From an optimization exercise on the open Yosys and OpenROAD flow, aimed at small area; shortcuts taken in it are not production practice.
The RTL was checked by simulation tests, not by an equivalence proof against the original design.
Power and IR drop assume default switching activity.

Design sps30_link, start of the top module:
module sps30_link (
    input  wire        clk,
    input  wire        rst,        
    input  wire        op_valid,
    input  wire [11:0] op,
    input  wire [7:0]  raddr,
    output reg  [7:0]  rdata
);
Size in the first run: about 2200 cells after synthesis, ~770 flip-flops.
Settings: LEC_CHECK=0, CAP_MARGIN=5, CORE_MARGIN=2, CORE_UTILIZATION=40, GPL_TIMING_DRIVEN=0, SLEW_MARGIN=5, SYNTH_HIERARCHICAL=1; clock period 55.0 ns.
standard.sh (not shown) runs the stock make flow with config.mk's settings and CLKGATE_MAP_FILE= SYNTH_SCRIPT=/design/flow/synth_recipe.tcl, a recipe that flattens the netlist after the stock synthesis.
==> flow/flow/run.sh <==
#!/bin/bash
# The standard ORFS layout (bash standard.sh), with these changes:
#  * synthesis maps logic with flow/abc_area_map.script (ORFS's speed-script
#    mapping passes with the delay target relaxed, then area-recovery
#    mapping rounds, and without abc's buffering and gate sizing) in place
#    of ORFS's abc_speed.script, and leaves adders to abc (no ADDER_MAP_FILE);
#  * clock tree synthesis uses clkbuf_16 clusters and no dummy loads.
# Registers, floorplan, power grid, tap cells, port buffers, placement and
# routing are the standard flow's. Each tool's output goes to a log file in
# this folder (and ORFS's own per-step logs under orfs/logs).
set -euo pipefail
work="$PWD"
rm -rf "$work/scripts_area"
cp -r "$FLOW_HOME/scripts" "$work/scripts_area"
cp "$work/flow/abc_area_map.script" "$work/scripts_area/abc_speed.script"
bash "$work/standard.sh" \
    "SCRIPTS_DIR=$work/scripts_area" \
    "ADDER_MAP_FILE=" \
    "CTS_ARGS=-sink_clustering_enable -repair_clock_nets -sink_clustering_size 30 -sink_clustering_max_diameter 80 -buf_list sky130_fd_sc_hd__clkbuf_16 -dont_use_dummy_load" \
    finish > "$work/standard_flow.log" 2>&1
==> flow/flow/abc_area_map.script <==
strash
&get -n
&st
&dch
&nf -R 1000
&st
&syn2
&if -g -K 6
&synch2
&nf -R 1000
&st
&syn2
&if -g -K 6
&synch2
&nf -R 1000
&st
&syn2
&if -g -K 6
&synch2
&nf -R 1000
&st
&syn2
&if -g -K 6
&synch2
&nf -R 1000
&st
&syn2
&if -g -K 6
&synch2
&nf -R 1000
&put
&st
&dch -f
&nf -R 1000 -C 32 -F 8
&put
topo
The baseline finished but fails on capacitance limit, slew limit.
==> next run, changes <==
==> flow/flow/run.sh (replaced) <==
#!/bin/bash
# The standard ORFS layout (bash standard.sh), with these changes:
#  * synthesis maps logic with flow/abc_area_map.script (ORFS's speed-script
#    mapping passes with the delay target relaxed, then area-recovery
#    mapping rounds (two), and without abc's buffering and gate sizing) in place
#    of ORFS's abc_speed.script, and leaves adders to abc (no ADDER_MAP_FILE);
#  * clock tree synthesis uses clkbuf_16 clusters of up to 30 sinks and no
#    dummy loads;
#  * the buffer placed on each input and output port is buf_1.
# Registers, floorplan, power grid, tap cells, placement and
# routing are the standard flow's. Each tool's output goes to a log file in
# this folder (and ORFS's own per-step logs under orfs/logs).
set -euo pipefail
work="$PWD"
rm -rf "$work/scripts_area"
cp -r "$FLOW_HOME/scripts" "$work/scripts_area"
cp "$work/flow/abc_area_map.script" "$work/scripts_area/abc_speed.script"
bash "$work/standard.sh" \
    "SCRIPTS_DIR=$work/scripts_area" \
    "ADDER_MAP_FILE=" \
    "BUFFER_PORTS_ARGS=-buffer_cell sky130_fd_sc_hd__buf_1" \
    "CTS_ARGS=-sink_clustering_enable -repair_clock_nets -sink_clustering_size 30 -sink_clustering_max_diameter 80 -buf_list sky130_fd_sc_hd__clkbuf_16 -dont_use_dummy_load" \
    finish > "$work/standard_flow.log" 2>&1
--- a/flow/flow/abc_area_map.script
+++ b/flow/flow/abc_area_map.script
@@ -33,4 +33,10 @@
 &dch -f
 &nf -R 1000 -C 32 -F 8
+&st
+&dch -f
+&nf -R 1000 -C 32 -F 8
+&st
+&dch -f
+&nf -R 1000 -C 32 -F 8
 &put
 topo
CAP_MARGIN = 20   (was 5)
GPL_TIMING_DRIVEN = default   (was 0)
PLACE_DENSITY = 0.85   (was default)
SLEW_MARGIN = 20   (was 5)
What happened:
- Now the flow finished clean
- via count goes up by 6.0%
- maximum frequency rose by 4.4%
- setup slack improved by 1.2 ns
- sequential power is about the same
- synthesized area barely changes
- final area drops by 0.95%
- cell count came out higher by 1.9%
- synthesized cell count is unchanged
- die area barely changes
- total power drops by 0.76%
==> next run, changes <==
--- a/flow/flow/run.sh
+++ b/flow/flow/run.sh
@@ -3,10 +3,8 @@
 #  * synthesis maps logic with flow/abc_area_map.script (ORFS's speed-script
 #    mapping passes with the delay target relaxed, then area-recovery
-#    mapping rounds (two), and without abc's buffering and gate sizing) in place
+#    mapping rounds, and without abc's buffering and gate sizing) in place
 #    of ORFS's abc_speed.script, and leaves adders to abc (no ADDER_MAP_FILE);
-#  * clock tree synthesis uses clkbuf_16 clusters of up to 30 sinks and no
-#    dummy loads;
-#  * the buffer placed on each input and output port is buf_1.
-# Registers, floorplan, power grid, tap cells, placement and
+#  * clock tree synthesis uses clkbuf_16 clusters and no dummy loads.
+# Registers, floorplan, power grid, tap cells, port buffers, placement and
 # routing are the standard flow's. Each tool's output goes to a log file in
 # this folder (and ORFS's own per-step logs under orfs/logs).
--- a/flow/flow/abc_area_map.script
+++ b/flow/flow/abc_area_map.script
@@ -33,10 +33,4 @@
 &dch -f
 &nf -R 1000 -C 32 -F 8
-&st
-&dch -f
-&nf -R 1000 -C 32 -F 8
-&st
-&dch -f
-&nf -R 1000 -C 32 -F 8
 &put
 topo
Clock skew came out lower by 0.0044 ns.
Core utilization stays flat.
Critical path depth came out higher by 3.
Worst setup slack gets better by 0.19 ns.
Final cell count came out lower by 0.41%.
Global-route usage came out lower by 3.3 points.
Clock-buffer cell count came out higher by 1.
Die area barely changes.
Worst hold slack gets worse by 0.0086 ns.
Power came out lower by 0.68%.
Flip-flop and latch count is unchanged.
==> next run, changes <==
--- a/flow/flow/run.sh
+++ b/flow/flow/run.sh
@@ -17,5 +17,4 @@
     "SCRIPTS_DIR=$work/scripts_area" \
     "ADDER_MAP_FILE=" \
-    "BUFFER_PORTS_ARGS=-buffer_cell sky130_fd_sc_hd__buf_1" \
     "CTS_ARGS=-sink_clustering_enable -repair_clock_nets -sink_clustering_size 30 -sink_clustering_max_diameter 80 -buf_list sky130_fd_sc_hd__clkbuf_16 -dont_use_dummy_load" \
     finish > "$work/standard_flow.log" 2>&1
Wire length drops by 0.34%.
Cell area goes up by 0.57%.
Worst setup slack degrades by 0.75 ns.
Maximum frequency fell by 2.6%.
Synthesized area does not change.
Die area is unchanged.
Cell count barely changes.
Global-route usage came out lower by 0.18 points.
Worst hold slack gets worse by 0.0068 ns.

[afterwards: timing with drivers on the ports]
How much do the figures lean on ideal ports? The routed layouts below were timed once more, with nothing changed but the port constraints. Step 1 sets driving cells, clkbuf_16 on the clock port and buf_2 on the other inputs (assumed; they add their load-dependent delay and slew). Step 2 moves the port delays by t, midway between the first and last clock arrival at a register: inputs arrive t later, outputs are due t later. That takes back most of the time a late clock gives input paths. Slacks: ideal ports / drivers / drivers and shift; pairs: ideal ports / drivers.
run | t, ns | setup slack, ns | worst hold slack (ns) | pins driven straight from the clock port
the first run | 0.647 | 25.911 / 25.887 / 25.887 | 0.454 / 0.454 / 0.454 | 1
the second run | 0.650 | 27.138 / 27.111 / 27.111 | 0.467 / 0.467 / 0.467 | 1
the third run | 0.645 | 27.329 / 27.308 / 27.308 | 0.459 / 0.459 / 0.459 | 1
the fourth run | 0.644 | 26.578 / 26.556 / 26.556 | 0.452 / 0.452 / 0.452 | 1
The setup slack of the second run, which loses most, moves by -0.027 ns with the drivers and by -0.027 ns with both steps.
